This design comes from an exercise in tuning for small area, a short achievable clock period and few clock cycles on the open sky130 flow, not from production work.
In this exercise RTL edits were held to simulation tests only and were not proved equivalent to the original.
Power is estimated from default activity; no workload was simulated.

<file path="flow/config.mk">
export PLATFORM = sky130hd
export DESIGN_NAME = tpx3_codec
export DESIGN_NICKNAME = tpx3_codec
export VERILOG_FILES = /design/flow/design.v
export SDC_FILE = /design/flow/constraint.sdc
export NUM_CORES = 4
export LEC_CHECK = 0
export CAP_MARGIN = 20
export CORE_MARGIN = 2
export CORE_UTILIZATION = 40
export CTS_BUF_LIST = sky130_fd_sc_hd__clkbuf_4 sky130_fd_sc_hd__clkbuf_8
export PLACE_DENSITY = 0.6
export SETUP_SLACK_MARGIN = 4.2
export SLEW_MARGIN = 20
</file>
<file path="flow/constraint.sdc">
create_clock -name core_clock -period 8.0 [get_ports {clk}]
set_input_delay 1.6000 -clock core_clock [delete_from_list [all_inputs] [get_ports {clk}]]
set_output_delay 1.6000 -clock core_clock [all_outputs]
set_load 0.01 [all_outputs]
</file>
<file path="flow/design.v">
module tpx3_codec (
    input  wire        clk,
    input  wire        rst,
    input  wire        in_valid,
    output wire        in_ready,
    input  wire [7:0]  in_op,
    input  wire [47:0] in_a,
    input  wire [31:0] in_b,
    input  wire [31:0] in_c,
    input  wire [31:0] in_d,
    output wire        out_valid,
    input  wire        out_ready,
    output wire [47:0] out_res,
    output wire        out_err,
    output wire        out_amb
);
    localparam [7:0] OP_ADDR_ENC  = 8'h01;
    localparam [7:0] OP_ADDR_DEC  = 8'h02;
    localparam [7:0] OP_LFSR_STEP = 8'h08;
    localparam [7:0] OP_ENC_TOA   = 8'h10;
    localparam [7:0] OP_DEC_TOA   = 8'h11;
    localparam [7:0] OP_ENC_FTOA  = 8'h12;
    localparam [7:0] OP_DEC_FTOA  = 8'h13;
    localparam [7:0] OP_ENC_TOT   = 8'h14;
    localparam [7:0] OP_DEC_TOT   = 8'h15;
    localparam [7:0] OP_ENC_PC10  = 8'h18;
    localparam [7:0] OP_DEC_PC10  = 8'h19;
    localparam [7:0] OP_PKT_ASM   = 8'h40;
    localparam [7:0] OP_PKT_DIS   = 8'h41;
    localparam [7:0] OP_HIT_DEC   = 8'h43;
    localparam [9:0] TOT_OVV  = 10'h1FF;
    reg        r1_vld, r2_vld;
    reg [47:0] r1_res, r2_res;                    
    reg        r1_err, r1_erb;                    
    reg        r2_err;                            
    reg        r1_amb, r2_amb;
    reg        r1_enc;                            
    reg        r1_dlo, r2_dlo;                    
    reg        r1_dhi, r2_dhi;                    
    reg        r1_glo, r1_ghi;                    
    reg [4:0]  r1_k;                              
    reg [4:0]  r2_r;                              
    reg        o_vld;
    reg [47:0] o_res;
    reg        o_err, o_amb;
    wire en = !o_vld || out_ready;        
    assign in_ready  = en;
    assign out_valid = o_vld;
    assign out_res   = o_res;
    assign out_err   = o_err;
    assign out_amb   = o_amb;
    function [13:0] gray2bin(input [13:0] g);
        integer i;
        begin
            gray2bin[13] = g[13];
            for (i = 12; i >= 0; i = i - 1)
                gray2bin[i] = gray2bin[i + 1] ^ g[i];
        end
    endfunction
    wire [7:0]  op = in_op;
    wire [47:0] a  = in_a;
    wire [31:0] b  = in_b;
    wire [31:0] c  = in_c;
    wire [31:0] d  = in_d;
    wire a_hi4  = |a[47:4];
    wire a_hi8  = |a[47:8];
    wire a_hi10 = |a[47:10];
    wire a_hi14 = |a[47:14];
    wire a_hi16 = |a[47:16];
    wire hdr_ok = (a[47:44] == 4'b1010);
    wire [7:0]  t1 = c[7:0];
    wire [7:0]  t2 = c[15:8];
    wire [7:0]  t3 = c[23:16];
    wire [7:0]  t4 = c[31:24];
    wire        four = (|t3) && (|t4);
    wire        step_width_bad = (|b[31:5]) || (b[4:0] == 5'd0) || (b[4] && (|b[3:0]));
    wire        tb1 = (|t1[7:4]) || (!b[4] && (t1[3:0] >= b[3:0]));
    wire        tb2 = (|t2[7:4]) || (!b[4] && (t2[3:0] >= b[3:0]));
    wire        tb3 = (|t3[7:4]) || (!b[4] && (t3[3:0] >= b[3:0]));
    wire        tb4 = (|t4[7:4]) || (!b[4] && (t4[3:0] >= b[3:0]));
    wire        step_taps_bad = tb1 || tb2 || (four && (tb3 || tb4));
    reg  [15:0] step_mask;       
    integer     mi;
    always @* begin
        for (mi = 0; mi < 16; mi = mi + 1)
            step_mask[mi] = b[4] || (mi < b[3:0]);
    end
    wire        step_reg_bad = a_hi16 || (|(a[15:0] & ~step_mask));
    wire [15:0] sreg = a[15:0];
    wire        step_fb = sreg[t1[3:0]] ^ sreg[t2[3:0]] ^
                          (four ? (sreg[t3[3:0]] ^ sreg[t4[3:0]]) : 1'b0);
    wire [15:0] step_out = ({sreg[14:0], 1'b0} & step_mask) | {15'd0, step_fb};
    reg [47:0] c_res;
    reg        c_err, c_erb, c_amb;    
    reg        c_enc, c_dlo, c_dhi;
    reg        c_glo, c_ghi;
    always @* begin
        c_res = 48'd0;
        c_err = 1'b0;
        c_erb = 1'b0;
        c_amb = 1'b0;
        c_enc = 1'b0;
        c_dlo = 1'b0;
        c_dhi = 1'b0;
        c_glo = 1'b0;
        c_ghi = 1'b0;
        case (op)
            OP_ADDR_ENC: begin
                c_err       = a_hi8 || (|b[31:8]);
                c_res[15:0] = {a[7:1], b[7:2], a[0], b[1:0]};
            end
            OP_ADDR_DEC: begin
                c_err       = a_hi16;
                c_res[15:0] = {a[15:9], a[2], a[8:3], a[1:0]};
            end
            OP_LFSR_STEP: begin
                c_err       = step_width_bad || step_taps_bad || step_reg_bad;
                c_res[15:0] = step_out;
            end
            OP_ENC_TOA: begin
                c_err       = a_hi14;
                c_res[13:0] = a[13:0] ^ {1'b0, a[13:1]};
            end
            OP_DEC_TOA: begin
                c_err       = a_hi14;
                c_res[13:0] = a[13:0];
                c_glo       = 1'b1;
            end
            OP_ENC_FTOA: begin
                c_res[3:0] = a_hi4 ? 4'd15 : a[3:0];
            end
            OP_DEC_FTOA: begin
                c_err      = a_hi4;
                c_res[3:0] = a[3:0];
            end
            OP_ENC_TOT, OP_ENC_PC10: begin
                if (a_hi10 || a[9:1] == 9'h1FF) c_res[9:0] = TOT_OVV;
                else begin
                    c_enc        = 1'b1;
                    c_res[13:4]  = a[9:0];
                end
            end
            OP_DEC_TOT, OP_DEC_PC10: begin
                c_erb       = a_hi10;
                c_amb       = (a[9:0] == 10'd0);
                c_dlo       = !c_amb;
                c_res[13:4] = a[9:0];
            end
            OP_PKT_ASM: begin
                c_erb = a_hi16 || (|b[31:14]) || (|c[31:10]) || (|d[31:4]);
                c_res = {4'b1010, a[15:0], b[13:0], c[9:0], d[3:0]};
            end
            OP_PKT_DIS: begin
                c_erb = !hdr_ok;
                c_res = {4'd0, a[43:0]};
            end
            OP_HIT_DEC: begin
                c_erb = (|b[31:1]) || d[0] || !hdr_ok;
                c_res = {4'd0, a[43:37], a[30], a[36:31], a[29:28],
                         a[27:14], a[13:4], a[3:0]};
                c_ghi = c[0];
                c_amb = !b[0] && (a[13:4] == 10'd0);
                c_dhi = !b[0] && c[0] && !c_amb;    
            end
            default: c_erb = 1'b1;
        endcase
    end
    wire [9:0]  a_v = op[6] ? a[13:4] : a[9:0];
    wire [9:0]  fa  = {a_v[6:0], a_v[9:7]};    
    wire [4:0]  pk;                                
    assign pk[0] = (fa[0] & (fa[1] ^ fa[3] ^ fa[7] ^ fa[9])) ^ (fa[1] & (1'b1 ^ fa[2] ^ fa[4])) ^ (fa[2] & (fa[4] ^ fa[5] ^ fa[6])) ^ (fa[3] & (1'b1 ^ fa[4] ^ fa[6] ^ fa[8])) ^ (fa[4] & (fa[5] ^ fa[7] ^ fa[8] ^ fa[9])) ^ (fa[5] & (1'b1 ^ fa[6] ^ fa[7])) ^ (fa[6] & (1'b1 ^ fa[8] ^ fa[9])) ^ (fa[7] & (fa[9])) ^ fa[8];
    assign pk[1] = (fa[0] & (fa[1] ^ fa[2] ^ fa[6] ^ fa[8])) ^ (fa[1] & (fa[2] ^ fa[4] ^ fa[8])) ^ (fa[2] & (1'b1 ^ fa[3] ^ fa[5])) ^ (fa[3] & (fa[5] ^ fa[6] ^ fa[7])) ^ (fa[4] & (1'b1 ^ fa[5] ^ fa[7] ^ fa[9])) ^ (fa[5] & (fa[6] ^ fa[8] ^ fa[9])) ^ (fa[6] & (1'b1 ^ fa[7] ^ fa[8])) ^ (fa[7] & (1'b1 ^ fa[9])) ^ fa[9];
    assign pk[2] = (fa[0] & (fa[1] ^ fa[3] ^ fa[5] ^ fa[8])) ^ (fa[1] & (1'b1 ^ fa[3] ^ fa[4] ^ fa[6] ^ fa[7] ^ fa[8])) ^ (fa[2] & (fa[6] ^ fa[7] ^ fa[8])) ^ (fa[3] & (fa[5] ^ fa[6] ^ fa[9])) ^ fa[4] ^ (fa[5] & (1'b1 ^ fa[6] ^ fa[7] ^ fa[9])) ^ (fa[6] & (1'b1 ^ fa[7] ^ fa[8])) ^ fa[7] ^ fa[8];
    assign pk[3] = (fa[0] & (1'b1 ^ fa[2] ^ fa[3] ^ fa[6] ^ fa[8] ^ fa[9])) ^ (fa[1] & (fa[2] ^ fa[3] ^ fa[5] ^ fa[8])) ^ (fa[2] & (fa[7] ^ fa[9])) ^ (fa[3] & (fa[4] ^ fa[5] ^ fa[8] ^ fa[9])) ^ (fa[4] & (fa[6] ^ fa[7] ^ fa[9])) ^ (fa[5] & (1'b1 ^ fa[6] ^ fa[7])) ^ (fa[6] & (1'b1 ^ fa[7] ^ fa[9])) ^ (fa[8] & (fa[9])) ^ fa[9];
    assign pk[4] = (fa[0] & (fa[1] ^ fa[2] ^ fa[4] ^ fa[7] ^ fa[9])) ^ (fa[1] & (fa[6] ^ fa[8] ^ fa[9])) ^ (fa[2] & (fa[3] ^ fa[4] ^ fa[7] ^ fa[8] ^ fa[9])) ^ (fa[3] & (fa[5] ^ fa[6] ^ fa[8] ^ fa[9])) ^ (fa[4] & (1'b1 ^ fa[5] ^ fa[6] ^ fa[9])) ^ (fa[5] & (1'b1 ^ fa[6] ^ fa[8] ^ fa[9])) ^ (fa[7] & (fa[8])) ^ fa[8];
    wire [4:0]  elo_k = a[4:0];
    wire [9:0]  elo;                               
    assign elo[0] = (~elo_k[0] & elo_k[4]) | (elo_k[0] & elo_k[1] & elo_k[3]) | (~elo_k[0] & elo_k[1] & elo_k[2]) | (elo_k[0] & elo_k[2] & elo_k[3]) | (~elo_k[1] & elo_k[2] & ~elo_k[3] & ~elo_k[4]) | (~elo_k[0] & elo_k[1] & ~elo_k[3]);
    assign elo[1] = (elo_k[0] & elo_k[4]) | (~elo_k[0] & elo_k[2] & elo_k[3]) | (elo_k[1] & elo_k[2] & ~elo_k[4]) | (~elo_k[0] & ~elo_k[1] & ~elo_k[2] & ~elo_k[3]) | (elo_k[0] & elo_k[1] & ~elo_k[3]) | (elo_k[0] & elo_k[2] & ~elo_k[3]);
    assign elo[2] = (~elo_k[0] & elo_k[4]) | (elo_k[0] & elo_k[2] & elo_k[3]) | (~elo_k[0] & elo_k[2] & ~elo_k[3]) | (elo_k[0] & ~elo_k[1] & ~elo_k[2] & ~elo_k[3]) | (~elo_k[0] & ~elo_k[1] & ~elo_k[2] & elo_k[3]) | (elo_k[0] & elo_k[1] & elo_k[2] & ~elo_k[4]);
    assign elo[3] = (~elo_k[0] & elo_k[2] & ~elo_k[3]) | (~elo_k[1] & ~elo_k[2] & elo_k[3]) | (elo_k[0] & ~elo_k[3] & elo_k[4]) | (elo_k[0] & elo_k[3] & ~elo_k[4]) | (elo_k[1] & elo_k[2] & ~elo_k[3]) | (~elo_k[0] & ~elo_k[1] & elo_k[2] & elo_k[4]) | (~elo_k[0] & ~elo_k[2] & elo_k[3] & elo_k[4]);
    assign elo[4] = (~elo_k[0] & ~elo_k[1] & ~elo_k[2]) | (elo_k[0] & elo_k[2] & ~elo_k[3]) | (~elo_k[0] & elo_k[3] & ~elo_k[4]) | (~elo_k[0] & ~elo_k[3] & elo_k[4]) | (~elo_k[2] & elo_k[3] & elo_k[4]) | (~elo_k[1] & ~elo_k[2] & elo_k[3]) | (elo_k[0] & ~elo_k[1] & elo_k[2] & elo_k[4]);
    assign elo[5] = (~elo_k[2] & elo_k[3]) | (elo_k[0] & ~elo_k[3] & elo_k[4]) | (~elo_k[1] & ~elo_k[2] & ~elo_k[4]) | (elo_k[0] & elo_k[3] & ~elo_k[4]) | (~elo_k[0] & elo_k[3] & elo_k[4]) | (~elo_k[0] & elo_k[1] & elo_k[2] & ~elo_k[3]);
    assign elo[6] = (~elo_k[0] & elo_k[1] & ~elo_k[2]) | (elo_k[0] & ~elo_k[2] & elo_k[3]) | (~elo_k[0] & ~elo_k[1] & elo_k[4]) | (elo_k[0] & elo_k[3] & elo_k[4]) | (elo_k[0] & elo_k[1] & elo_k[2] & ~elo_k[3]) | (~elo_k[0] & elo_k[2] & elo_k[3] & ~elo_k[4]) | (~elo_k[1] & ~elo_k[2] & ~elo_k[3] & ~elo_k[4]) | (~elo_k[0] & ~elo_k[3] & elo_k[4]);
    assign elo[7] = (elo_k[0] & elo_k[1] & ~elo_k[2]) | (~elo_k[0] & ~elo_k[1] & elo_k[3]) | (elo_k[0] & ~elo_k[1] & elo_k[4]) | (~elo_k[0] & ~elo_k[2] & elo_k[3]) | (elo_k[0] & elo_k[2] & elo_k[3] & ~elo_k[4]) | (elo_k[0] & ~elo_k[2] & ~elo_k[3]) | (elo_k[1] & ~elo_k[2] & ~elo_k[4]) | (elo_k[0] & ~elo_k[3] & elo_k[4]) | (~elo_k[0] & elo_k[3] & elo_k[4]);
    assign elo[8] = (~elo_k[0] & elo_k[4]) | (elo_k[3] & elo_k[4]) | (~elo_k[0] & ~elo_k[1] & elo_k[2]) | (elo_k[0] & ~elo_k[1] & elo_k[3]) | (~elo_k[0] & ~elo_k[2] & ~elo_k[3]) | (elo_k[0] & elo_k[1] & ~elo_k[2] & ~elo_k[4]) | (~elo_k[0] & elo_k[2] & elo_k[3]);
    assign elo[9] = (elo_k[2] & elo_k[3]) | (elo_k[0] & elo_k[4]) | (elo_k[0] & ~elo_k[1] & ~elo_k[3]) | (~elo_k[0] & elo_k[1] & elo_k[3]) | (elo_k[0] & ~elo_k[2] & ~elo_k[3]) | (~elo_k[1] & elo_k[2] & ~elo_k[4]);
    wire        a_enc = (op == OP_ENC_TOT) || (op == OP_ENC_PC10);
    wire [9:0]  a_x = a_enc ? elo : fa;
    wire [4:0]  a_k = a_enc ? a[9:5] : pk;
    wire        c_cod = c_enc | c_dlo | c_dhi;
    wire [47:0] a_res = {c_res[47:14], c_cod ? a_x : c_res[13:4], c_res[3:0]};
    wire        r1_ref = r1_err | r1_erb;
    wire        r1_cod = r1_enc | r1_dlo | r1_dhi;
    wire [5:0]  t6k = {r1_enc, r1_k};
    wire [4:0]  b_r;
    wire [9:0]  b_y;
    assign b_r[0] = (t6k[0] & ~t6k[1] & ~t6k[2]) | (t6k[0] & ~t6k[1] & t6k[3]) | (t6k[0] & ~t6k[2] & ~t6k[4]) | (~t6k[0] & t6k[1] & ~t6k[2] & t6k[3]) | (~t6k[0] & ~t6k[1] & ~t6k[3] & t6k[4]) | (t6k[0] & ~t6k[1] & ~t6k[4]) | (t6k[0] & t6k[2] & t6k[3] & t6k[4]) | (~t6k[0] & t6k[1] & t6k[2] & ~t6k[3] & ~t6k[4]);
    assign b_r[1] = (t6k[1] & t6k[2] & ~t6k[4]) | (~t6k[0] & ~t6k[1] & ~t6k[3]) | (~t6k[2] & ~t6k[3] & ~t6k[4]) | (~t6k[0] & t6k[1] & ~t6k[2] & t6k[4]) | (~t6k[0] & t6k[1] & t6k[2] & t6k[3]) | (t6k[0] & ~t6k[1] & ~t6k[2] & ~t6k[4]) | (t6k[1] & ~t6k[2] & t6k[3] & t6k[4]);
    assign b_r[2] = (t6k[0] & ~t6k[1] & ~t6k[3]) | (~t6k[2] & t6k[3] & ~t6k[4]) | (~t6k[1] & t6k[2] & ~t6k[3]) | (~t6k[0] & t6k[1] & ~t6k[2] & ~t6k[3]) | (~t6k[0] & ~t6k[1] & ~t6k[4]) | (t6k[0] & t6k[2] & ~t6k[3] & t6k[4]) | (~t6k[0] & t6k[1] & t6k[2] & t6k[3] & t6k[4]);
    assign b_r[3] = (~t6k[0] & t6k[2] & t6k[3]) | (t6k[0] & ~t6k[2] & t6k[4]) | (~t6k[1] & ~t6k[2] & ~t6k[3]) | (t6k[1] & t6k[3] & t6k[4]) | (~t6k[0] & ~t6k[1] & ~t6k[2] & ~t6k[4]) | (t6k[0] & ~t6k[1] & ~t6k[3] & ~t6k[4]) | (~t6k[0] & ~t6k[2] & ~t6k[3] & ~t6k[4]);
    assign b_r[4] = (~t6k[0] & ~t6k[1] & t6k[2]) | (t6k[0] & ~t6k[1] & t6k[4]) | (~t6k[0] & t6k[2] & ~t6k[3]) | (~t6k[0] & t6k[1] & ~t6k[2] & t6k[3]) | (~t6k[0] & t6k[2] & t6k[4]) | (t6k[0] & ~t6k[2] & t6k[3] & t6k[4]) | (t6k[0] & t6k[1] & t6k[2] & t6k[3] & ~t6k[4]);
    assign b_y[0] = (t6k[0] & t6k[1] & ~t6k[2] & ~t6k[3]) | (~t6k[0] & ~t6k[1] & t6k[2] & ~t6k[3]) | (t6k[0] & t6k[1] & t6k[2] & t6k[3]) | (~t6k[0] & t6k[1] & t6k[2] & ~t6k[4]) | (t6k[0] & ~t6k[1] & ~t6k[3] & t6k[5]) | (~t6k[2] & t6k[3] & t6k[4] & ~t6k[5]) | (~t6k[0] & ~t6k[1] & t6k[2] & t6k[4]) | (~t6k[0] & t6k[1] & t6k[3] & ~t6k[4]) | (t6k[0] & ~t6k[1] & t6k[4] & t6k[5]) | (~t6k[1] & t6k[2] & ~t6k[3] & t6k[4]) | (~t6k[0] & ~t6k[1] & t6k[2] & t6k[5]) | (t6k[0] & t6k[2] & t6k[4] & t6k[5]) | (t6k[1] & t6k[2] & ~t6k[4] & ~t6k[5]) | (~t6k[1] & ~t6k[3] & t6k[4] & t6k[5]) | (t6k[0] & t6k[2] & t6k[3] & ~t6k[4] & ~t6k[5]);
    assign b_y[1] = (t6k[0] & ~t6k[4] & t6k[5]) | (~t6k[0] & ~t6k[1] & t6k[2] & t6k[4]) | (t6k[0] & ~t6k[1] & t6k[3] & ~t6k[5]) | (~t6k[0] & t6k[2] & t6k[3] & t6k[5]) | (~t6k[1] & ~t6k[2] & ~t6k[3] & t6k[5]) | (t6k[0] & t6k[1] & t6k[2] & ~t6k[4]) | (t6k[0] & t6k[3] & t6k[4] & ~t6k[5]) | (~t6k[0] & t6k[1] & ~t6k[2] & t6k[4] & t6k[5]) | (~t6k[0] & t6k[2] & ~t6k[3] & ~t6k[4] & ~t6k[5]) | (~t6k[0] & t6k[2] & t6k[3] & t6k[4]) | (~t6k[1] & t6k[2] & t6k[4] & ~t6k[5]) | (~t6k[1] & t6k[3] & t6k[4] & ~t6k[5]) | (t6k[0] & t6k[1] & ~t6k[2] & t6k[4] & ~t6k[5]) | (~t6k[0] & t6k[1] & ~t6k[2] & t6k[3] & ~t6k[4] & ~t6k[5]);
    assign b_y[2] = (~t6k[0] & t6k[1] & t6k[2] & ~t6k[3]) | (~t6k[0] & t6k[2] & t6k[3] & t6k[4]) | (t6k[0] & ~t6k[1] & t6k[3] & ~t6k[5]) | (~t6k[0] & t6k[2] & ~t6k[3] & ~t6k[5]) | (t6k[0] & ~t6k[1] & t6k[4] & ~t6k[5]) | (t6k[1] & t6k[2] & t6k[4] & t6k[5]) | (t6k[0] & t6k[1] & ~t6k[2] & ~t6k[3] & t6k[4]) | (~t6k[0] & ~t6k[1] & ~t6k[2] & ~t6k[3] & t6k[5]) | (t6k[0] & ~t6k[1] & t6k[2] & ~t6k[3] & t6k[5]) | (t6k[0] & t6k[1] & ~t6k[2] & ~t6k[4] & t6k[5]) | (~t6k[0] & ~t6k[1] & t6k[3] & ~t6k[4] & t6k[5]) | (~t6k[1] & t6k[3] & t6k[4] & ~t6k[5]) | (~t6k[0] & t6k[1] & ~t6k[3] & t6k[4] & ~t6k[5]) | (t6k[0] & ~t6k[1] & ~t6k[3] & ~t6k[4] & t6k[5]) | (t6k[0] & t6k[2] & t6k[3] & ~t6k[4] & ~t6k[5]) | (~t6k[0] & t6k[1] & ~t6k[2] & t6k[3] & ~t6k[4] & ~t6k[5]);
    assign b_y[3] = (t6k[0] & ~t6k[2] & t6k[3]) | (t6k[0] & ~t6k[2] & ~t6k[5]) | (~t6k[0] & t6k[2] & ~t6k[3] & t6k[5]) | (~t6k[0] & t6k[1] & t6k[4] & ~t6k[5]) | (t6k[0] & t6k[1] & t6k[4] & t6k[5]) | (t6k[0] & ~t6k[1] & t6k[3] & ~t6k[4]) | (~t6k[1] & ~t6k[2] & t6k[3] & t6k[5]) | (t6k[0] & t6k[3] & t6k[4] & ~t6k[5]) | (~t6k[0] & t6k[1] & t6k[2] & t6k[3] & ~t6k[4]) | (t6k[1] & ~t6k[2] & t6k[3] & t6k[4]) | (t6k[0] & t6k[1] & t6k[3] & t6k[5]) | (t6k[0] & t6k[1] & ~t6k[3] & ~t6k[4] & ~t6k[5]) | (~t6k[0] & t6k[2] & t6k[3] & ~t6k[4] & ~t6k[5]);
    assign b_y[4] = (t6k[1] & t6k[3] & t6k[4]) | (t6k[1] & t6k[4] & ~t6k[5]) | (t6k[0] & ~t6k[1] & ~t6k[2] & ~t6k[3]) | (t6k[0] & t6k[1] & t6k[2] & ~t6k[3]) | (t6k[0] & ~t6k[2] & t6k[3] & ~t6k[5]) | (~t6k[0] & ~t6k[2] & t6k[3] & t6k[4]) | (~t6k[1] & ~t6k[2] & ~t6k[3] & t6k[5]) | (~t6k[0] & ~t6k[1] & t6k[2] & t6k[3] & ~t6k[5]) | (~t6k[0] & t6k[2] & ~t6k[3] & ~t6k[4] & t6k[5]) | (~t6k[0] & t6k[1] & ~t6k[2] & ~t6k[3] & ~t6k[5]) | (t6k[0] & ~t6k[1] & t6k[3] & ~t6k[4] & ~t6k[5]) | (t6k[0] & t6k[1] & ~t6k[3] & ~t6k[4] & t6k[5]);
    assign b_y[5] = (~t6k[0] & t6k[3] & t6k[4]) | (t6k[0] & ~t6k[2] & ~t6k[5]) | (~t6k[0] & ~t6k[2] & ~t6k[3] & ~t6k[4]) | (~t6k[0] & ~t6k[1] & t6k[2] & t6k[3]) | (t6k[0] & t6k[1] & ~t6k[2] & t6k[4]) | (~t6k[0] & ~t6k[1] & t6k[2] & t6k[4]) | (~t6k[0] & t6k[1] & t6k[3] & t6k[5]) | (t6k[0] & ~t6k[1] & ~t6k[4] & ~t6k[5]) | (t6k[1] & ~t6k[2] & ~t6k[3] & ~t6k[5]) | (~t6k[0] & t6k[2] & t6k[4] & t6k[5]) | (t6k[0] & t6k[1] & ~t6k[3] & t6k[4] & ~t6k[5]) | (~t6k[1] & t6k[2] & ~t6k[3] & t6k[4] & t6k[5]) | (t6k[0] & t6k[1] & t6k[2] & ~t6k[3] & ~t6k[4] & t6k[5]);
    assign b_y[6] = (~t6k[0] & ~t6k[1] & t6k[3] & t6k[4]) | (t6k[0] & ~t6k[2] & t6k[3] & ~t6k[5]) | (~t6k[0] & ~t6k[1] & t6k[2] & ~t6k[5]) | (~t6k[0] & t6k[3] & t6k[4] & ~t6k[5]) | (~t6k[0] & t6k[1] & ~t6k[2] & ~t6k[3] & t6k[4]) | (t6k[0] & t6k[1] & t6k[2] & ~t6k[3] & ~t6k[5]) | (t6k[1] & ~t6k[2] & ~t6k[3] & ~t6k[4] & ~t6k[5]) | (~t6k[1] & ~t6k[2] & t6k[3] & t6k[4]) | (~t6k[0] & ~t6k[1] & t6k[3] & ~t6k[5]) | (~t6k[0] & ~t6k[1] & t6k[2] & ~t6k[3] & ~t6k[4]) | (t6k[0] & t6k[1] & ~t6k[2] & t6k[3] & ~t6k[4]) | (t6k[0] & ~t6k[1] & ~t6k[2] & t6k[4] & ~t6k[5]) | (t6k[0] & t6k[2] & ~t6k[3] & ~t6k[4] & ~t6k[5]) | (~t6k[0] & t6k[1] & t6k[2] & t6k[3] & ~t6k[4] & t6k[5]) | (t6k[0] & t6k[1] & t6k[2] & t6k[3] & t6k[4] & t6k[5]);
    assign b_y[7] = (~t6k[0] & ~t6k[1] & t6k[2] & ~t6k[3]) | (~t6k[0] & t6k[1] & ~t6k[2] & t6k[3]) | (t6k[0] & t6k[1] & ~t6k[2] & ~t6k[4]) | (~t6k[1] & ~t6k[2] & ~t6k[3] & t6k[4]) | (~t6k[0] & t6k[1] & ~t6k[4] & t6k[5]) | (~t6k[1] & t6k[2] & ~t6k[4] & ~t6k[5]) | (~t6k[0] & ~t6k[2] & t6k[3] & ~t6k[4]) | (t6k[0] & t6k[1] & t6k[2] & ~t6k[3] & t6k[4]) | (t6k[0] & ~t6k[2] & t6k[3] & t6k[4] & ~t6k[5]) | (~t6k[0] & t6k[2] & t6k[3] & t6k[4] & ~t6k[5]) | (~t6k[1] & t6k[2] & ~t6k[3] & ~t6k[4]) | (t6k[0] & t6k[1] & t6k[2] & ~t6k[3] & ~t6k[5]) | (~t6k[0] & t6k[1] & ~t6k[2] & t6k[4] & ~t6k[5]);
    assign b_y[8] = (~t6k[0] & ~t6k[2] & t6k[3]) | (t6k[1] & t6k[2] & t6k[5]) | (~t6k[0] & ~t6k[1] & ~t6k[5]) | (~t6k[1] & ~t6k[2] & ~t6k[4] & t6k[5]) | (t6k[0] & t6k[1] & t6k[2] & ~t6k[3]) | (t6k[1] & ~t6k[2] & t6k[3] & ~t6k[4]) | (~t6k[1] & ~t6k[2] & t6k[3] & t6k[4]) | (~t6k[1] & ~t6k[3] & t6k[4] & ~t6k[5]) | (t6k[0] & ~t6k[1] & t6k[2] & t6k[3] & ~t6k[4]) | (~t6k[0] & t6k[1] & t6k[3] & ~t6k[4]) | (t6k[1] & ~t6k[2] & t6k[3] & ~t6k[5]) | (t6k[0] & t6k[1] & ~t6k[2] & ~t6k[4] & ~t6k[5]) | (t6k[0] & t6k[1] & ~t6k[3] & t6k[4] & t6k[5]);
    assign b_y[9] = (~t6k[3] & t6k[4] & t6k[5]) | (~t6k[0] & ~t6k[1] & ~t6k[3]) | (~t6k[0] & t6k[1] & t6k[3] & ~t6k[4]) | (~t6k[2] & t6k[3] & t6k[4] & ~t6k[5]) | (t6k[0] & t6k[1] & t6k[2] & t6k[4]) | (~t6k[1] & ~t6k[2] & ~t6k[4] & t6k[5]) | (~t6k[0] & ~t6k[1] & t6k[2] & ~t6k[5]) | (t6k[0] & t6k[1] & ~t6k[3] & ~t6k[4] & ~t6k[5]) | (t6k[0] & t6k[2] & ~t6k[3] & t6k[4]) | (~t6k[0] & t6k[2] & ~t6k[4] & ~t6k[5]) | (t6k[0] & t6k[1] & t6k[2] & t6k[3] & t6k[5]) | (~t6k[1] & t6k[2] & t6k[3] & ~t6k[4] & ~t6k[5]);
    wire [9:0]  r1_x = r1_res[13:4];
    wire [9:0]  b_p;
    wire r1_x_b_y_d0 = (r1_x[0] & b_y[0]);
    wire r1_x_b_y_d1 = (r1_x[0] & b_y[1]) ^ (r1_x[1] & b_y[0]);
    wire r1_x_b_y_d2 = (r1_x[0] & b_y[2]) ^ (r1_x[1] & b_y[1]) ^ (r1_x[2] & b_y[0]);
    wire r1_x_b_y_d3 = (r1_x[0] & b_y[3]) ^ (r1_x[1] & b_y[2]) ^ (r1_x[2] & b_y[1]) ^ (r1_x[3] & b_y[0]);
    wire r1_x_b_y_d4 = (r1_x[0] & b_y[4]) ^ (r1_x[1] & b_y[3]) ^ (r1_x[2] & b_y[2]) ^ (r1_x[3] & b_y[1]) ^ (r1_x[4] & b_y[0]);
    wire r1_x_b_y_d5 = (r1_x[0] & b_y[5]) ^ (r1_x[1] & b_y[4]) ^ (r1_x[2] & b_y[3]) ^ (r1_x[3] & b_y[2]) ^ (r1_x[4] & b_y[1]) ^ (r1_x[5] & b_y[0]);
    wire r1_x_b_y_d6 = (r1_x[0] & b_y[6]) ^ (r1_x[1] & b_y[5]) ^ (r1_x[2] & b_y[4]) ^ (r1_x[3] & b_y[3]) ^ (r1_x[4] & b_y[2]) ^ (r1_x[5] & b_y[1]) ^ (r1_x[6] & b_y[0]);
    wire r1_x_b_y_d7 = (r1_x[0] & b_y[7]) ^ (r1_x[1] & b_y[6]) ^ (r1_x[2] & b_y[5]) ^ (r1_x[3] & b_y[4]) ^ (r1_x[4] & b_y[3]) ^ (r1_x[5] & b_y[2]) ^ (r1_x[6] & b_y[1]) ^ (r1_x[7] & b_y[0]);
    wire r1_x_b_y_d8 = (r1_x[0] & b_y[8]) ^ (r1_x[1] & b_y[7]) ^ (r1_x[2] & b_y[6]) ^ (r1_x[3] & b_y[5]) ^ (r1_x[4] & b_y[4]) ^ (r1_x[5] & b_y[3]) ^ (r1_x[6] & b_y[2]) ^ (r1_x[7] & b_y[1]) ^ (r1_x[8] & b_y[0]);
    wire r1_x_b_y_d9 = (r1_x[0] & b_y[9]) ^ (r1_x[1] & b_y[8]) ^ (r1_x[2] & b_y[7]) ^ (r1_x[3] & b_y[6]) ^ (r1_x[4] & b_y[5]) ^ (r1_x[5] & b_y[4]) ^ (r1_x[6] & b_y[3]) ^ (r1_x[7] & b_y[2]) ^ (r1_x[8] & b_y[1]) ^ (r1_x[9] & b_y[0]);
    wire r1_x_b_y_d10 = (r1_x[1] & b_y[9]) ^ (r1_x[2] & b_y[8]) ^ (r1_x[3] & b_y[7]) ^ (r1_x[4] & b_y[6]) ^ (r1_x[5] & b_y[5]) ^ (r1_x[6] & b_y[4]) ^ (r1_x[7] & b_y[3]) ^ (r1_x[8] & b_y[2]) ^ (r1_x[9] & b_y[1]);
    wire r1_x_b_y_d11 = (r1_x[2] & b_y[9]) ^ (r1_x[3] & b_y[8]) ^ (r1_x[4] & b_y[7]) ^ (r1_x[5] & b_y[6]) ^ (r1_x[6] & b_y[5]) ^ (r1_x[7] & b_y[4]) ^ (r1_x[8] & b_y[3]) ^ (r1_x[9] & b_y[2]);
    wire r1_x_b_y_d12 = (r1_x[3] & b_y[9]) ^ (r1_x[4] & b_y[8]) ^ (r1_x[5] & b_y[7]) ^ (r1_x[6] & b_y[6]) ^ (r1_x[7] & b_y[5]) ^ (r1_x[8] & b_y[4]) ^ (r1_x[9] & b_y[3]);
    wire r1_x_b_y_d13 = (r1_x[4] & b_y[9]) ^ (r1_x[5] & b_y[8]) ^ (r1_x[6] & b_y[7]) ^ (r1_x[7] & b_y[6]) ^ (r1_x[8] & b_y[5]) ^ (r1_x[9] & b_y[4]);
    wire r1_x_b_y_d14 = (r1_x[5] & b_y[9]) ^ (r1_x[6] & b_y[8]) ^ (r1_x[7] & b_y[7]) ^ (r1_x[8] & b_y[6]) ^ (r1_x[9] & b_y[5]);
    wire r1_x_b_y_d15 = (r1_x[6] & b_y[9]) ^ (r1_x[7] & b_y[8]) ^ (r1_x[8] & b_y[7]) ^ (r1_x[9] & b_y[6]);
    wire r1_x_b_y_d16 = (r1_x[7] & b_y[9]) ^ (r1_x[8] & b_y[8]) ^ (r1_x[9] & b_y[7]);
    wire r1_x_b_y_d17 = (r1_x[8] & b_y[9]) ^ (r1_x[9] & b_y[8]);
    wire r1_x_b_y_d18 = (r1_x[9] & b_y[9]);
    assign b_p[0] = r1_x_b_y_d0 ^ r1_x_b_y_d10 ^ r1_x_b_y_d17;
    assign b_p[1] = r1_x_b_y_d1 ^ r1_x_b_y_d11 ^ r1_x_b_y_d18;
    assign b_p[2] = r1_x_b_y_d2 ^ r1_x_b_y_d12;
    assign b_p[3] = r1_x_b_y_d3 ^ r1_x_b_y_d10 ^ r1_x_b_y_d13 ^ r1_x_b_y_d17;
    assign b_p[4] = r1_x_b_y_d4 ^ r1_x_b_y_d11 ^ r1_x_b_y_d14 ^ r1_x_b_y_d18;
    assign b_p[5] = r1_x_b_y_d5 ^ r1_x_b_y_d12 ^ r1_x_b_y_d15;
    assign b_p[6] = r1_x_b_y_d6 ^ r1_x_b_y_d13 ^ r1_x_b_y_d16;
    assign b_p[7] = r1_x_b_y_d7 ^ r1_x_b_y_d14 ^ r1_x_b_y_d17;
    assign b_p[8] = r1_x_b_y_d8 ^ r1_x_b_y_d15 ^ r1_x_b_y_d18;
    assign b_p[9] = r1_x_b_y_d9 ^ r1_x_b_y_d16;
    wire [9:0]  ecnt = {b_p[2:0], b_p[9:3]};     
    wire [13:0] gsrc = r1_ghi ? r1_res[27:14] : r1_res[13:0];
    wire [13:0] gbin = gray2bin(gsrc);
    wire [47:0] b_res = r1_ref ? 48'd0 :
                        {r1_res[47:28],
                         r1_ghi ? gbin : r1_res[27:14],
                         r1_enc ? {4'd0, ecnt[9:4]} : r1_cod ? b_p : r1_glo ? gbin[13:4] : r1_res[13:4],
                         r1_enc ? ecnt[3:0] : r1_glo ? gbin[3:0] : r1_res[3:0]};
    wire [6:0]  t2k = {r2_res[12], r2_res[11], r2_res[10], r2_res[8], r2_res[6], r2_res[5], r2_res[4]};
    wire [9:0]  u;                                 
    assign u[0] = (t2k[3] & ~t2k[4] & t2k[6]) | (t2k[0] & ~t2k[2] & t2k[4] & ~t2k[5]) | (t2k[3] & ~t2k[5] & ~t2k[6]) | (t2k[0] & t2k[4] & ~t2k[6]) | (~t2k[1] & ~t2k[4] & t2k[6]) | (~t2k[0] & t2k[1] & ~t2k[2] & t2k[4] & t2k[5]);
    assign u[1] = (~t2k[0] & ~t2k[3] & t2k[5]) | (~t2k[0] & t2k[2] & ~t2k[5]) | (~t2k[0] & ~t2k[1] & ~t2k[2] & t2k[6]) | (~t2k[0] & t2k[1] & ~t2k[4] & t2k[5]) | (t2k[0] & ~t2k[1] & ~t2k[3]) | (t2k[0] & ~t2k[4] & ~t2k[5]);
    assign u[2] = (t2k[2] & t2k[4]) | (~t2k[4] & ~t2k[5] & ~t2k[6]) | (~t2k[1] & t2k[2]) | (~t2k[0] & ~t2k[1] & t2k[4] & t2k[5]) | (~t2k[0] & t2k[2] & t2k[5]) | (t2k[0] & t2k[3] & ~t2k[5]);
    assign u[3] = (~t2k[1] & t2k[4] & ~t2k[5]) | (t2k[1] & ~t2k[4] & t2k[6]) | (~t2k[3] & ~t2k[5] & ~t2k[6]) | (~t2k[2] & ~t2k[3] & t2k[4] & t2k[5]) | (t2k[0] & t2k[1] & t2k[3]) | (~t2k[0] & ~t2k[1] & t2k[2] & t2k[5]);
    assign u[4] = (~t2k[0] & ~t2k[3] & t2k[5]) | (t2k[0] & t2k[5] & t2k[6]) | (~t2k[0] & t2k[1] & ~t2k[4] & ~t2k[5]) | (~t2k[0] & t2k[2] & ~t2k[4] & t2k[5]) | (~t2k[1] & ~t2k[4] & ~t2k[6]) | (t2k[1] & ~t2k[2] & t2k[4] & t2k[5]);
    assign u[5] = (~t2k[0] & ~t2k[3] & t2k[4]) | (t2k[1] & ~t2k[3] & ~t2k[4]) | (~t2k[1] & t2k[4] & t2k[5]) | (t2k[2] & t2k[4] & t2k[6]) | (~t2k[0] & t2k[5] & ~t2k[6]) | (t2k[0] & ~t2k[2] & ~t2k[3] & t2k[5]);
    assign u[6] = (t2k[0] & t2k[5]) | (t2k[0] & t2k[1] & t2k[4]) | (~t2k[0] & ~t2k[2] & ~t2k[5] & ~t2k[6]) | (t2k[1] & t2k[3] & t2k[4] & t2k[5]) | (t2k[0] & t2k[3]) | (~t2k[1] & t2k[2] & t2k[5]);
    assign u[7] = (~t2k[2] & ~t2k[4] & t2k[5]) | (~t2k[3] & t2k[4] & ~t2k[5]) | (t2k[0] & ~t2k[2] & t2k[5]) | (t2k[0] & t2k[2] & ~t2k[4]) | (t2k[1] & ~t2k[2] & t2k[5]) | (~t2k[0] & t2k[1] & t2k[2] & ~t2k[5]);
    assign u[8] = (t2k[3] & t2k[4] & t2k[5]) | (t2k[5] & ~t2k[6]) | (~t2k[1] & ~t2k[2] & ~t2k[4]) | (~t2k[1] & ~t2k[4] & ~t2k[5]) | (t2k[2] & ~t2k[3]) | (t2k[1] & t2k[3] & ~t2k[6]) | (t2k[1] & ~t2k[3] & ~t2k[5] & t2k[6]);
    assign u[9] = (t2k[0] & ~t2k[5]) | (t2k[4] & ~t2k[6]) | (t2k[1] & t2k[5] & ~t2k[6]) | (~t2k[1] & ~t2k[5] & t2k[6]) | (~t2k[0] & ~t2k[1] & ~t2k[2] & t2k[3]) | (~t2k[0] & t2k[2] & t2k[3] & t2k[4]);
    wire [4:0]  ag = u[4:0] & r2_r;
    wire [4:0]  ap = u[4:0] ^ r2_r;
    wire [5:0]  ac;
    assign ac[0] = 1'b0;
    assign ac[1] = ag[0];
    assign ac[2] = ag[1] | (ap[1] & ag[0]);
    assign ac[3] = ag[2] | (ap[2] & ag[1]) | (ap[2] & ap[1] & ag[0]);
    assign ac[4] = ag[3] | (ap[3] & ag[2]) | (ap[3] & ap[2] & ag[1]) | (ap[3] & ap[2] & ap[1] & ag[0]);
    assign ac[5] = ag[4] | (ap[4] & ac[4]);
    wire [4:0]  uhi1 = u[9:5] ^ {&u[8:5], &u[7:5], &u[6:5], u[5], 1'b1};
    wire [9:0]  dcnt = {ac[5] ? uhi1 : u[9:5], ap ^ ac[4:0]};
    wire [47:0] c_out = {r2_res[47:14],
                         r2_dhi ? dcnt : r2_dlo ? {4'd0, dcnt[9:4]} : r2_res[13:4],
                         r2_dlo ? dcnt[3:0] : r2_res[3:0]};
    always @(posedge clk) begin
        if (rst) begin
            r1_vld <= 1'b0;
            r2_vld <= 1'b0;
            o_vld  <= 1'b0;
        end else if (en) begin
            r1_vld <= in_valid;
            r2_vld <= r1_vld;
            o_vld  <= r2_vld;
        end
    end
    always @(posedge clk) begin
        if (en) begin
            r1_res <= a_res;  r1_err <= c_err;  r1_erb <= c_erb;  r1_amb <= c_amb;
            r1_enc <= c_enc;  r1_dlo <= c_dlo;  r1_dhi <= c_dhi;
            r1_glo <= c_glo;  r1_ghi <= c_ghi;
            r1_k   <= a_k;
            r2_res <= b_res;  r2_err <= r1_ref; r2_amb <= r1_amb & ~r1_ref;
            r2_dlo <= r1_dlo & ~r1_ref; r2_dhi <= r1_dhi & ~r1_ref;
            r2_r   <= b_r;
            o_res  <= c_out;  o_err  <= r2_err; o_amb  <= r2_amb;
        end
    end
endmodule
</file>
<file path="flow/flow/run.sh">
#!/bin/bash
# The standard layout (standard.sh), except that the port buffers are
# buf_2 cells and timing repair may resize any cell to any size, not only to
# cells of the same footprint.  make's full output goes to make.log.
set -euo pipefail
bash standard.sh MATCH_CELL_FOOTPRINT=0 \
    "BUFFER_PORTS_ARGS=-buffer_cell sky130_fd_sc_hd__buf_2" finish > make.log 2>&1
</file>
<file path="flow/standard.sh">
#!/bin/bash
# synth_recipe.tcl (not shown) runs the flow's synth.tcl, then flattens the netlist and writes it again
# the make line also repeats each setting of config.mk as NAME=value (left out here)
make -C /OpenROAD-flow-scripts/flow DESIGN_CONFIG=/design/flow/config.mk WORK_HOME=/design/flow/orfs CLKGATE_MAP_FILE= SYNTH_SCRIPT=/design/flow/synth_recipe.tcl "${@:-finish}"
</file>
==> impl_table.tex, run 1 <==
\begin{tabular}{lr}
\hline
Metric & Value \\
\hline
\multicolumn{2}{l}{\textbf{Clock network}} \\
\quad Number of levels the H-tree was split into & 4 \\
\quad TritonCTS clock tree & done \\
\quad TritonCTS buffer count & 17 \\
\quad Clock insertion delay at the later pin of the skew report & 0.46 ns \\
\quad Clock tree root driver cell & clkbuf\_8 \\
\quad Clock-pin transition on the worst setup and hold timing paths & 0.10 ns \\
\quad Number of buffers on the longest clock path & 2 \\
\quad Number of clock sinks & 162 \\
\multicolumn{2}{l}{\textbf{STA}} \\
\quad Final Max Slew Viols & 0 \\
\quad Setup-failing EPs final & 0 \\
\quad Clock skew & 0.0200 ns \\
\quad Setup repair after global routing missed its margin & no \\
\quad Final worst path period share & 46.4\% \\
\quad Slew at the pin closest to its max-slew limit & 1.07 ns \\
\quad Maximum frequency from static timing analysis & 0.269 GHz \\
\quad Clock period minus final worst setup slack & 3.71 ns \\
\quad Max-slew headroom & 28.6\% \\
\quad Fin Setup TNS & 0 ns \\
\quad Final Hold Viols & 0 \\
\quad Worst setup slack after layout & 4.29 ns \\
\multicolumn{2}{l}{\textbf{Worst setup path}} \\
\quad Cells traversed along the worst timing path & buf\_2, nor4\_2, nand4\_1, nor2\_1, o211ai\_1, nand2b\_1, o311ai\_0, o21ai\_0, o21ai\_0 \\
\quad Setup slack of the most critical reg-to-reg path & 4.35 ns \\
\quad Crit Path Class & in -> reg \\
\quad Required time at the endpoint of the critical path & 8.20 ns \\
\quad Kind of start point of the critical path & primary input \\
\quad Data arrival time of the worst path & 3.91 ns \\
\quad Library cell contributing the largest single delay on the critical path & nor4\_2 \\
\quad Worst Setup SP & in\_a[33] \\
\quad Largest stage delay on the critical path & 0.55 ns \\
\quad Worst Setup End Kind & register \\
\quad Maximum fanout along the worst path & 7 \\
\quad Launching point of the worst reg2reg path & r1\_k[1] \\
\quad Most used cell, CP & o21ai\_0 \\
\multicolumn{2}{l}{\textbf{Worst hold path}} \\
\quad HP Class & reg -> reg \\
\quad Origin of the worst min-delay path & r2\_res[42] \\
\multicolumn{2}{l}{\textbf{Placed design}} \\
\quad Post-placement worst setup slack & 3.02 ns \\
\quad Count of input and output buffers & 205 \\
\quad Routability-driven placement congestion ratio & 0.967 \\
\quad Post-placement cell area & 15900 um\^{}2 \\
\quad DP HPWL & 33300 um \\
\multicolumn{2}{l}{\textbf{Yosys}} \\
\quad Dominant synthesized flop cell & edfxtp\_1 \\
\quad Seq cells post-synth & 162 \\
\quad Post-synth EDFFs & 159 \\
\quad Gate Count Post-Synth & 1668 \\
\quad Number of distinct standard cells referenced by the synthesized netlist & 99 \\
\quad Netlist Area Pre-Place & 14800 um\^{}2 \\
\quad Syn Area/Cell & 8.84 um\^{}2 \\
\quad Share of async-settable or async-resettable flops after synthesis & 0\% \\
\quad Proportion of synthesized chip area in sequential cells & 32.8\% \\
\quad Number of warnings reported in the yosys synthesis log & 1 \\
\multicolumn{2}{l}{\textbf{Die}} \\
\quad Width of the chip & 196 um \\
\quad Die Outline Area & 38400 um\^{}2 \\
\quad Core Box Area & 36400 um\^{}2 \\
\quad Number of ports placed on the die boundary & 208 \\
\quad Starting utilization of the core area & 40.5\% \\
\quad Vertical extent of the die & 196 um \\
\quad Number of core rows & 70 \\
\multicolumn{2}{l}{\textbf{Global route}} \\
\quad Number of global-route vias before repair & 12526 \\
\quad Grt met3 use & 3.99\% \\
\quad Most used routing layer & met2 \\
\quad Global-route wire length before repair & 71800 um \\
\quad Global-route met1 utilization & 32.8\% \\
\quad Remaining global-route overflow & 0 \\
\quad Antenna violations before repair & 0 \\
\quad Total GRT Usage & 23.8\% \\
\quad Largest net degree at the start of global routing & 83 \\
\quad Met2 layer usage reported by global route & 37.8\% \\
\multicolumn{2}{l}{\textbf{Detailed routing}} \\
\quad DRC violation count after routing & 0 \\
\quad Via Count & 13601 \\
\quad Vias per cell & 5.96 \\
\quad Avg WL per Cell & 20.5 um \\
\quad First drt pass iteration count & 7 \\
\quad Total routed wirelength & 46800 um \\
\quad First-iteration detailed-routing DRC count & 1435 \\
\quad ANT nets after route & 0 \\
\multicolumn{2}{l}{\textbf{Power}} \\
\quad Power Dens Cells & 222 nW/um\^{}2 \\
\quad Leak Pwr & 6.61 nW \\
\quad Power consumption & 3.73 mW \\
\quad IR Drop Worst-Case VDD & 0.000130 V \\
\multicolumn{2}{l}{\textbf{Finish}} \\
\quad Total number of nets in the final design & 2006 \\
\quad Post-route cell area & 16800 um\^{}2 \\
\quad Most common cell after layout, fill and taps aside & buf\_2 \\
\quad Ant. Diodes & 0 \\
\quad Most frequent cells in the layout & buf\_2 (199), nand2\_1 (180), edfxtp\_1 (159), nor2\_1 (142), o21ai\_0 (113) \\
\quad Share of cells above drive strength 1 & 21.3\% \\
\quad Finished Core Util & 46.1\% \\
\quad Layout area overhead & 13.8\% \\
\multicolumn{2}{l}{\textbf{Outcome}} \\
\quad Outcome & complete, no violations \\
\multicolumn{2}{l}{\textbf{Run}} \\
\quad \# Max-Cap Violations & 0 \\
\hline
\end{tabular}
## stage by stage
| step | hold slack [ns] | std cells |
|---|---|---|
| floorplan | 0.400 | 1669 |
| global placement | 0.403 | 2216 |
| detailed placement | 0.405 | 2216 |
| CTS | 0.406 | 2254 |
| global route | 0.411 | 2283 |
| finish | 0.412 | 2283 |
## registers in the layout (all words and copies together) (netlist names), 5 cells and up
register and cells:
r2_r 5, o_res 45, r1_res 45, r1_k 5, r2_res 45
## critical path, delay by kind of cell
kind	cells	cell delay (ns)
compound gates	4	0.73
buf+inv	1	0.14
simple gates	4	1.44
## where the power goes
part / internal, mW / leakage, nW / switching [mW]
registers: 1.00 / 1.92 / 0.0399
logic: 0.835 / 4.49 / 1.21
clock network: 0.291 / 0.202 / 0.351
## layer usage
metal	share of wire [%]	vias to the layer above
li1	-	6390
met1	42	6385
met2	46	720
met3	8.4	106
met4	3.2	0
met5	0	-
## cell usage after synthesis (6+ instances only)
cell type / instances / share of area, %
nor4_1: 36 / 1.5
nand2b_1: 30 / 1.3
a32oi_1: 6 / 0.36
o21a_1: 9 / 0.46
inv_1: 50 / 1.3
edfxtp_1: 159 / 32
nand3_1: 33 / 1.1
o21ai_0: 113 / 3.8
a21oi_1: 107 / 3.6
mux2i_1: 21 / 1.4
o22ai_1: 17 / 0.72
a31oi_1: 15 / 0.64
buf_6: 6 / 0.46
a22o_1: 26 / 1.5
mux4_2: 20 / 3.1
xor2_1: 55 / 3.3
mux2_2: 10 / 0.76
nand2_1: 181 / 4.6
nand4_1: 12 / 0.51
nor3_1: 34 / 1.2
buf_1: 9 / 0.23
buf_2: 25 / 0.85
a211oi_1: 19 / 0.97
o221ai_1: 9 / 0.53
clkbuf_1: 92 / 2.3
nor2_1: 147 / 3.7
a22oi_1: 24 / 1.2
nor2b_1: 26 / 1.1
buf_4: 11 / 0.56
and3_1: 8 / 0.34
or2_2: 6 / 0.25
ha_1: 46 / 3.9
xnor3_1: 14 / 2.1
a222oi_1: 12 / 0.81
a221oi_1: 13 / 0.77
o21bai_1: 7 / 0.36
o211ai_1: 11 / 0.56
and2_1: 25 / 1.1
xnor2_1: 109 / 6.5
## cell type report
type | instances | area, um^2
fill | 3532 | 19600
sequential | 162 | 4830
timing repair buffer | 257 | 1480
inverter | 53 | 218
clock buffer | 18 | 241
tap | 468 | 586
clock inverter | 14 | 170
multi-input combinational | 1311 | 9270
## path summary, 6_finish.rpt
path | depth (start not counted) | endpoint
worst max-delay path | 9 | r1_res[5]
worst min-delay path | 0 | o_res[42]
worst max register to register | 12 | r2_res[2]
worst min register to register | 0 | o_res[42]
## cells by family (layout without fill, tap and decap cells)
| kind of cell | count (synthesis) | after routing | share of synthesized area, % |
|---|---|---|---|
| and+or+nand+nor | 575 | 575 | 18.7 |
| other | 1 | 2 | 0.0254 |
| muxes | 53 | 53 | 5.41 |
| buffers and inverters | 196 | 342 | 5.78 |
| adders and majority gates | 48 | 48 | 4.17 |
| AOI/OAI and AO/OA | 450 | 450 | 20.5 |
| xor gates and xnor gates | 183 | 183 | 12.6 |
| DFF | 162 | 162 | 32.8 |
## repair_timing
action                     CTS  global route
pin swaps                    0             5
setup buffers                6            29
hold buffers                 0             0
gates resized for setup     19            29
setup endpoints to repair   48            39
Testbench counts, summed over its fixed seeds: cycles 1,624.
==> run 2, diff against run 1 <==
--- a/flow/config.mk
+++ b/flow/config.mk
@@ -8,7 +8,6 @@
 export CAP_MARGIN = 20
 export CORE_MARGIN = 2
 export CORE_UTILIZATION = 40
-export CTS_BUF_LIST = sky130_fd_sc_hd__clkbuf_4 sky130_fd_sc_hd__clkbuf_8
 export PLACE_DENSITY = 0.6
-export SETUP_SLACK_MARGIN = 4.2
+export SETUP_SLACK_MARGIN = 4.3
 export SLEW_MARGIN = 20
==> run 2 against run 1 <==
Still clean. Global-route usage grew 0.41 points. Fmax is 0.45% lower. Wire length up 1.5%. Sequential share of layout area fell by 0.62 points. Critical path type unchanged. Highest routed layer unchanged.
==> impl_table.tex, run 2 <==
\begin{tabular}{lr}
\hline
Metric & Value \\
\hline
\multicolumn{2}{l}{\textbf{Outcome}} \\
\quad Outcome & complete, no violations \\
\multicolumn{2}{l}{\textbf{STA}} \\
\quad Setup-failing EPs final & 0 \\
\quad Worst setup slack after layout & 4.27 ns \\
\quad Final Hold Viols & 0 \\
\quad Final worst path period share & 46.6\% \\
\quad Maximum frequency from static timing analysis & 0.268 GHz \\
\quad Clock period minus final worst setup slack & 3.73 ns \\
\quad Worst Hold Margin & 0.421 ns \\
\quad Setup repair after global routing missed its margin & yes \\
\quad Max-slew headroom & 27.9\% \\
\quad Slew at the pin closest to its max-slew limit & 1.07 ns \\
\quad Final Max Slew Viols & 0 \\
\quad Fin Setup TNS & 0 ns \\
\quad Clock skew & 0.0167 ns \\
\multicolumn{2}{l}{\textbf{Clock network}} \\
\quad Number of levels the H-tree was split into & 4 \\
\quad Number of clock sinks & 162 \\
\quad TritonCTS clock tree & done \\
\quad Clock tree root driver cell & clkbuf\_16 \\
\quad Clock insertion delay at the later pin of the skew report & 0.43 ns \\
\quad TritonCTS buffer count & 17 \\
\quad Number of buffers on the longest clock path & 2 \\
\quad Hold buffers post-CTS & 0 \\
\quad Clock-pin transition on the worst setup and hold timing paths & 0.07 ns \\
\multicolumn{2}{l}{\textbf{Yosys}} \\
\quad Seq cells post-synth & 162 \\
\quad Post-synth EDFFs & 159 \\
\quad Number of distinct standard cells referenced by the synthesized netlist & 99 \\
\quad Netlist Area Pre-Place & 14800 um\^{}2 \\
\quad Share of async-settable or async-resettable flops after synthesis & 0\% \\
\quad Fraction of post-synthesis cell area in the top cell type by area & 32.4\% \\
\quad Syn Area/Cell & 8.84 um\^{}2 \\
\quad Top cells by area in the synthesized netlist & edfxtp\_1 (32\%), xnor2\_1 (6.5\%), nand2\_1 (4.6\%), ha\_1 (3.9\%), o21ai\_0 (3.8\%) \\
\quad Dominant synthesized flop cell & edfxtp\_1 \\
\quad Gate Count Post-Synth & 1668 \\
\quad Cell with the most instances after synthesis & nand2\_1 \\
\quad Synth top cells by count & nand2\_1 (181), edfxtp\_1 (159), nor2\_1 (147) \\
\quad Cell type contributing the most total cell area after synthesis & edfxtp\_1 \\
\quad Number of warnings reported in the yosys synthesis log & 1 \\
\quad Proportion of synthesized chip area in sequential cells & 32.8\% \\
\multicolumn{2}{l}{\textbf{Detailed routing}} \\
\quad DRC violation count after routing & 0 \\
\quad Via Count & 13648 \\
\quad Vias per cell & 5.95 \\
\quad Total routed wirelength & 47500 um \\
\quad First drt pass iteration count & 8 \\
\quad First-iteration detailed-routing DRC count & 1623 \\
\quad ANT nets after route & 0 \\
\quad Avg WL per Cell & 20.7 um \\
\multicolumn{2}{l}{\textbf{Global route}} \\
\quad Number of global-route vias before repair & 12849 \\
\quad Antenna violations before repair & 0 \\
\quad Global-route wire length before repair & 72600 um \\
\quad Remaining global-route overflow & 0 \\
\quad Largest net degree at the start of global routing & 86 \\
\quad Total GRT Usage & 24.2\% \\
\multicolumn{2}{l}{\textbf{Placed design}} \\
\quad Count of input and output buffers & 205 \\
\quad Routability-driven placement congestion ratio & 0.959 \\
\quad DP HPWL & 33800 um \\
\quad Post-placement cell area & 16000 um\^{}2 \\
\quad Post-placement worst setup slack & 2.94 ns \\
\multicolumn{2}{l}{\textbf{Worst setup path}} \\
\quad Data arrival time of the worst path & 3.90 ns \\
\quad Maximum fanout along the worst path & 14 \\
\quad Crit Path Class & in -> reg \\
\quad Kind of start point of the critical path & primary input \\
\quad Setup slack of the most critical reg-to-reg path & 4.47 ns \\
\quad Required time at the endpoint of the critical path & 8.17 ns \\
\quad Worst Setup End Kind & register \\
\multicolumn{2}{l}{\textbf{Power}} \\
\quad IR Drop Worst-Case VDD & 0.000166 V \\
\quad Internal cell power & 2.27 mW \\
\quad Share of power burned in the clock network & 20.2\% \\
\quad Flop pwr share & 26.6\% \\
\quad Relative contribution of combinational cells to total power & 53.2\% \\
\quad Power Dens Cells & 229 nW/um\^{}2 \\
\quad Leak Pwr & 6.74 nW \\
\quad Sw Ratio & 42.2\% \\
\quad Net switching power & 1.66 mW \\
\multicolumn{2}{l}{\textbf{Finish}} \\
\quad Ant. Diodes & 0 \\
\quad Post-route cell area & 17200 um\^{}2 \\
\quad Largest regs & o\_res: 45 flops, r1\_res: 45 flops, r2\_res: 45 flops \\
\quad Finished Core Util & 47.1\% \\
\quad Share of cells above drive strength 1 & 22.6\% \\
\quad Most common cell after layout, fill and taps aside & buf\_2 \\
\quad Total number of nets in the final design & 2015 \\
\quad Most frequent cells in the layout & buf\_2 (197), nand2\_1 (181), edfxtp\_1 (159), nor2\_1 (142), o21ai\_0 (113) \\
\quad Layout area overhead & 16.3\% \\
\multicolumn{2}{l}{\textbf{Run}} \\
\quad \# Max-Cap Violations & 0 \\
\multicolumn{2}{l}{\textbf{Die}} \\
\quad Vertical extent of the die & 196 um \\
\quad Starting utilization of the core area & 40.5\% \\
\quad Number of core rows & 70 \\
\quad Die Outline Area & 38400 um\^{}2 \\
\quad Number of ports placed on the die boundary & 208 \\
\quad Width of the chip & 196 um \\
\quad Core Box Area & 36400 um\^{}2 \\
\multicolumn{2}{l}{\textbf{Worst hold path}} \\
\quad HP Class & reg -> reg \\
\hline
\end{tabular}
## run 2: cell count changes in the layout (fill, tap and decap cells not counted), sizes merged
cell and delta:
clkinvlp +3, buf +10, bufinv -2, nor2 +1, clkbuf -3
## run 2: kinds of logic (layout without fill, tap and decap cells)
family | after synthesis | count (layout) | share of synthesized area [%]
AND/OR/NAND/NOR | 575 | 576 | 18.7
AO/OA/AOI/OAI | 450 | 450 | 20.5
buffers and inverters | 196 | 350 | 5.78
XOR/XNOR | 183 | 183 | 12.6
flip-flops | 162 | 162 | 32.8
multiplexers | 53 | 53 | 5.41
adder cells (fa/ha/maj) | 48 | 48 | 4.17
other | 1 | 2 | 0.0254
## run 2: path summary, 6_finish.rpt
path / from / to / cells after the start
max reg2reg: r1_enc / r2_res[2] / 12
min reg2reg: r2_res[37] / o_res[37] / 0
min: r2_res[37] / o_res[37] / 0
max: in_a[8] / r1_res[6] / 9
## run 2: final cells by class
| class | instances | area [um^2] |
|---|---|---|
| fill | 3503 | 19300 |
| timing repair buffer | 265 | 1570 |
| inverter | 53 | 225 |
| clock buffer | 17 | 425 |
| sequential | 162 | 4830 |
| tap | 468 | 586 |
| multi-input combinational | 1312 | 9380 |
| clock inverter | 15 | 143 |
## run 2: metal layers
metal | up-vias | GRT usage, % | wire [um]
met5 | - | 0 | 0
met4 | 0 | 7.88 | 1330
met3 | 78 | 3.66 | 3450
met2 | 660 | 39.5 | 22300
met1 | 6502 | 33.0 | 20400
li1 | 6408 | - | -
## run 2: power groups by stage
stage | sequential, mW | clock [mW] | combinational (mW)
3_5_place_dp | 1.06 | 0 | 1.87
5_1_grt | 1.05 | 0.848 | 2.26
6_report | 1.05 | 0.796 | 2.09
2_1_floorplan | 1.05 | 0 | 1.48
4_1_cts | 1.04 | 0.817 | 1.95
3_3_place_gp | 1.06 | 0 | 1.85
## run 2: what timing repair did
action,CTS,global route
hold endpoints to repair,0,0
buffers inserted,12,31
setup endpoints to repair,74,45
gates cloned,0,1
resized for setup,33,45
pin swaps,1,6
## run 2: critical path, cell delays in order
cell	delay (ns)
clkbuf_4	0.25
inv_1	0.18
ha_1	0.28
and3_1	0.24
nand3_1	0.18
o21ai_0	0.39
o21bai_1	0.26
nor2_2	0.37
a31oi_1	0.15
## run 2: metrics by stage
step / total power, mW / cells
2_1_floorplan: 2.53 / 1669
3_3_place_gp: 2.91 / 2216
3_5_place_dp: 2.93 / 2216
4_1_cts: 3.81 / 2260
5_1_grt: 4.16 / 2292
6_report: 3.93 / 2292
==> run 3, diff against run 2 <==
--- a/flow/config.mk
+++ b/flow/config.mk
@@ -8,6 +8,7 @@
 export CAP_MARGIN = 20
 export CORE_MARGIN = 2
 export CORE_UTILIZATION = 40
+export CTS_BUF_LIST = sky130_fd_sc_hd__clkbuf_4 sky130_fd_sc_hd__clkbuf_8
 export PLACE_DENSITY = 0.6
 export SETUP_SLACK_MARGIN = 4.3
 export SLEW_MARGIN = 20
==> run 3 against run 2 <==
Sequential power hardly changed. Clock power is 26% lower. Sequential cell count stayed put. Sequential share of layout area is 0.60 points higher. Clock skew is 0.016 ns higher. Critical path depth is 2 higher.
==> impl_table.tex, run 3 <==
\begin{tabular}{lr}
\hline
Metric & Value \\
\hline
\multicolumn{2}{l}{\textbf{Clock network}} \\
\quad Hold buffers post-CTS & 0 \\
\quad Clock tree root driver cell & clkbuf\_8 \\
\quad Clock-pin transition on the worst setup and hold timing paths & 0.09 ns \\
\quad TritonCTS clock tree & done \\
\quad Clock insertion delay at the later pin of the skew report & 0.49 ns \\
\quad Number of clock sinks & 162 \\
\quad TritonCTS buffer count & 17 \\
\multicolumn{2}{l}{\textbf{Die}} \\
\quad Number of ports placed on the die boundary & 208 \\
\quad Width of the chip & 196 um \\
\quad Vertical extent of the die & 196 um \\
\quad Starting utilization of the core area & 40.5\% \\
\quad Core Box Area & 36400 um\^{}2 \\
\multicolumn{2}{l}{\textbf{Worst setup path}} \\
\quad Buffers and inverters on the worst path & 3 \\
\quad Worst Setup End Kind & register \\
\quad Category of cells accounting for the largest share of critical-path delay & compound AO/OA/AOI/OAI gates \\
\quad Kind of start point of the critical path & primary input \\
\quad Cells traversed along the worst timing path & buf\_8, mux2i\_1, buf\_6, inv\_1, ha\_1, a22o\_1, a221oi\_2, xor2\_1, xnor2\_1, xnor2\_1, a21oi\_1 \\
\quad Data arrival time of the worst path & 3.88 ns \\
\quad Setup slack of the most critical reg-to-reg path & 4.46 ns \\
\quad Library cell contributing the largest single delay on the critical path & ha\_1 \\
\quad Largest stage delay on the critical path & 0.33 ns \\
\quad Maximum fanout along the worst path & 22 \\
\quad Worst Setup SP & in\_op[6] \\
\quad Required time at the endpoint of the critical path & 8.21 ns \\
\multicolumn{2}{l}{\textbf{Finish}} \\
\quad Layout area overhead & 13.9\% \\
\quad Share of cells above drive strength 1 & 21.8\% \\
\quad Most common cell after layout, fill and taps aside & buf\_2 \\
\quad Finished Core Util & 46.1\% \\
\quad Most frequent cells in the layout & buf\_2 (198), nand2\_1 (181), edfxtp\_1 (159), nor2\_1 (142), o21ai\_0 (113) \\
\quad Total number of nets in the final design & 1998 \\
\quad Ant. Diodes & 0 \\
\quad Largest regs & o\_res: 45 flops, r1\_res: 45 flops, r2\_res: 45 flops \\
\multicolumn{2}{l}{\textbf{Detailed routing}} \\
\quad DRC violation count after routing & 0 \\
\quad First drt pass iteration count & 8 \\
\quad First-iteration detailed-routing DRC count & 1608 \\
\quad Total routed wirelength & 47200 um \\
\quad Vias per cell & 5.97 \\
\quad Via Count & 13582 \\
\multicolumn{2}{l}{\textbf{Outcome}} \\
\quad Outcome & complete, no violations \\
\multicolumn{2}{l}{\textbf{Placed design}} \\
\quad DP HPWL & 33800 um \\
\quad Post-placement worst setup slack & 2.94 ns \\
\quad Routability-driven placement congestion ratio & 0.959 \\
\multicolumn{2}{l}{\textbf{Global route}} \\
\quad Antenna violations before repair & 0 \\
\quad Remaining global-route overflow & 0 \\
\quad Met2 layer usage reported by global route & 39.0\% \\
\quad Global-route wire length before repair & 72200 um \\
\quad Grt met3 use & 3.39\% \\
\quad Largest net degree at the start of global routing & 86 \\
\quad Number of global-route vias before repair & 12803 \\
\multicolumn{2}{l}{\textbf{STA}} \\
\quad Slew at the pin closest to its max-slew limit & 1.06 ns \\
\quad Final Max Slew Viols & 0 \\
\quad Worst setup slack after layout & 4.33 ns \\
\quad Max-slew headroom & 28.7\% \\
\quad Fin Setup TNS & 0 ns \\
\quad Final worst path period share & 45.9\% \\
\quad Clock skew & 0.0323 ns \\
\quad Clock period minus final worst setup slack & 3.67 ns \\
\quad Final Hold Viols & 0 \\
\multicolumn{2}{l}{\textbf{Power}} \\
\quad Power Dens Cells & 220 nW/um\^{}2 \\
\quad IR Drop Worst-Case VDD & 0.000150 V \\
\multicolumn{2}{l}{\textbf{Worst hold path}} \\
\quad Origin of the worst min-delay path & r2\_res[30] \\
\quad Worst hold path depth & 0 \\
\multicolumn{2}{l}{\textbf{Yosys}} \\
\quad Syn Area/Cell & 8.84 um\^{}2 \\
\quad Netlist Area Pre-Place & 14800 um\^{}2 \\
\quad Seq cells post-synth & 162 \\
\quad Share of async-settable or async-resettable flops after synthesis & 0\% \\
\quad Dominant synthesized flop cell & edfxtp\_1 \\
\quad Proportion of synthesized chip area in sequential cells & 32.8\% \\
\quad Synth top cells by count & nand2\_1 (181), edfxtp\_1 (159), nor2\_1 (147) \\
\quad Fraction of post-synthesis cell area in the top cell type by area & 32.4\% \\
\multicolumn{2}{l}{\textbf{Run}} \\
\quad \# Max-Cap Violations & 0 \\
\hline
\end{tabular}
## run 3: changes by cell type in the layout (fill, tap and decap cells not counted), moves of 2 or more
cell / change
clkbuf_16: -17
clkbuf_8: +16
buf_4: -15
xnor2_1: +2
## run 3: layout make-up
class | instances | area, um^2
multi-input cells | 1311 | 9350
well taps | 468 | 586
fillers | 3559 | 19600
repair buffers | 249 | 1440
flip-flops and latches | 162 | 4830
inverters | 53 | 221
clock buffers | 17 | 234
clock inverters | 15 | 143
## run 3: per-layer routing
layer	part of all wire (%)	wire, um	vias up
li1	-	-	6380
met1	43	20400	6466
met2	47	22200	660
met3	7.1	3330	76
met4	2.8	1310	0
met5	0	0	-
## run 3: through the flow
step                      power [mW]  cell area (um^2)  instances
final                           3.70             16800       2275
after global routing            3.92             16800       2275
after CTS                       3.59             16500       2260
after detailed placement        2.93             16000       2216
after global placement          2.91             16000       2216
after floorplan                 2.53             14900       1669
## run 3: what timing repair did
| action | 4_1_cts | 5_1_grt |
|---|---|---|
| pin swaps | 1 | 5 |
| resized for setup | 26 | 44 |
| endpoints found under the setup margin | 75 | 46 |
| setup buffers | 12 | 15 |
| endpoints found under the hold margin | 0 | 0 |
## run 3: how the worst max path moves through the flow
stage                to  slack, ns
2_1_floorplan  in_ready       3.61
3_3_place_gp    r1_k[4]       3.06
3_5_place_dp    r1_k[4]       2.94
4_1_cts         r1_k[4]       4.27
5_1_grt         r1_k[4]       4.18
6_report        r1_k[3]       4.33
## run 3: kinds of logic (layout without fill, tap and decap cells)
logic type | count (synthesis) | count (layout) | synth area share, %
flip-flops | 162 | 162 | 32.8
other | 1 | 2 | 0.0254
AND/OR/NAND/NOR | 575 | 575 | 18.7
buffers and inverters | 196 | 334 | 5.78
multiplexers | 53 | 53 | 5.41
adder cells (fa/ha/maj) | 48 | 48 | 4.17
AO/OA/AOI/OAI | 450 | 450 | 20.5
XOR/XNOR | 183 | 183 | 12.6
## run 3: power by group
| part | switching (mW) | leakage, nW | internal, mW |
|---|---|---|---|
| combinational | 1.23 | 4.46 | 0.832 |
| sequential | 0.0421 | 1.92 | 1.00 |
| clock | 0.362 | 0.185 | 0.229 |

Re-timed with assumed drivers on the ports (clkbuf_16 on the clock, buf_2 on other inputs), run 3 has 4.315 ns of setup slack against 4.326 ns with ideal ports, and 3.800 ns once port delays also move by the mid clock arrival of 0.514 ns.
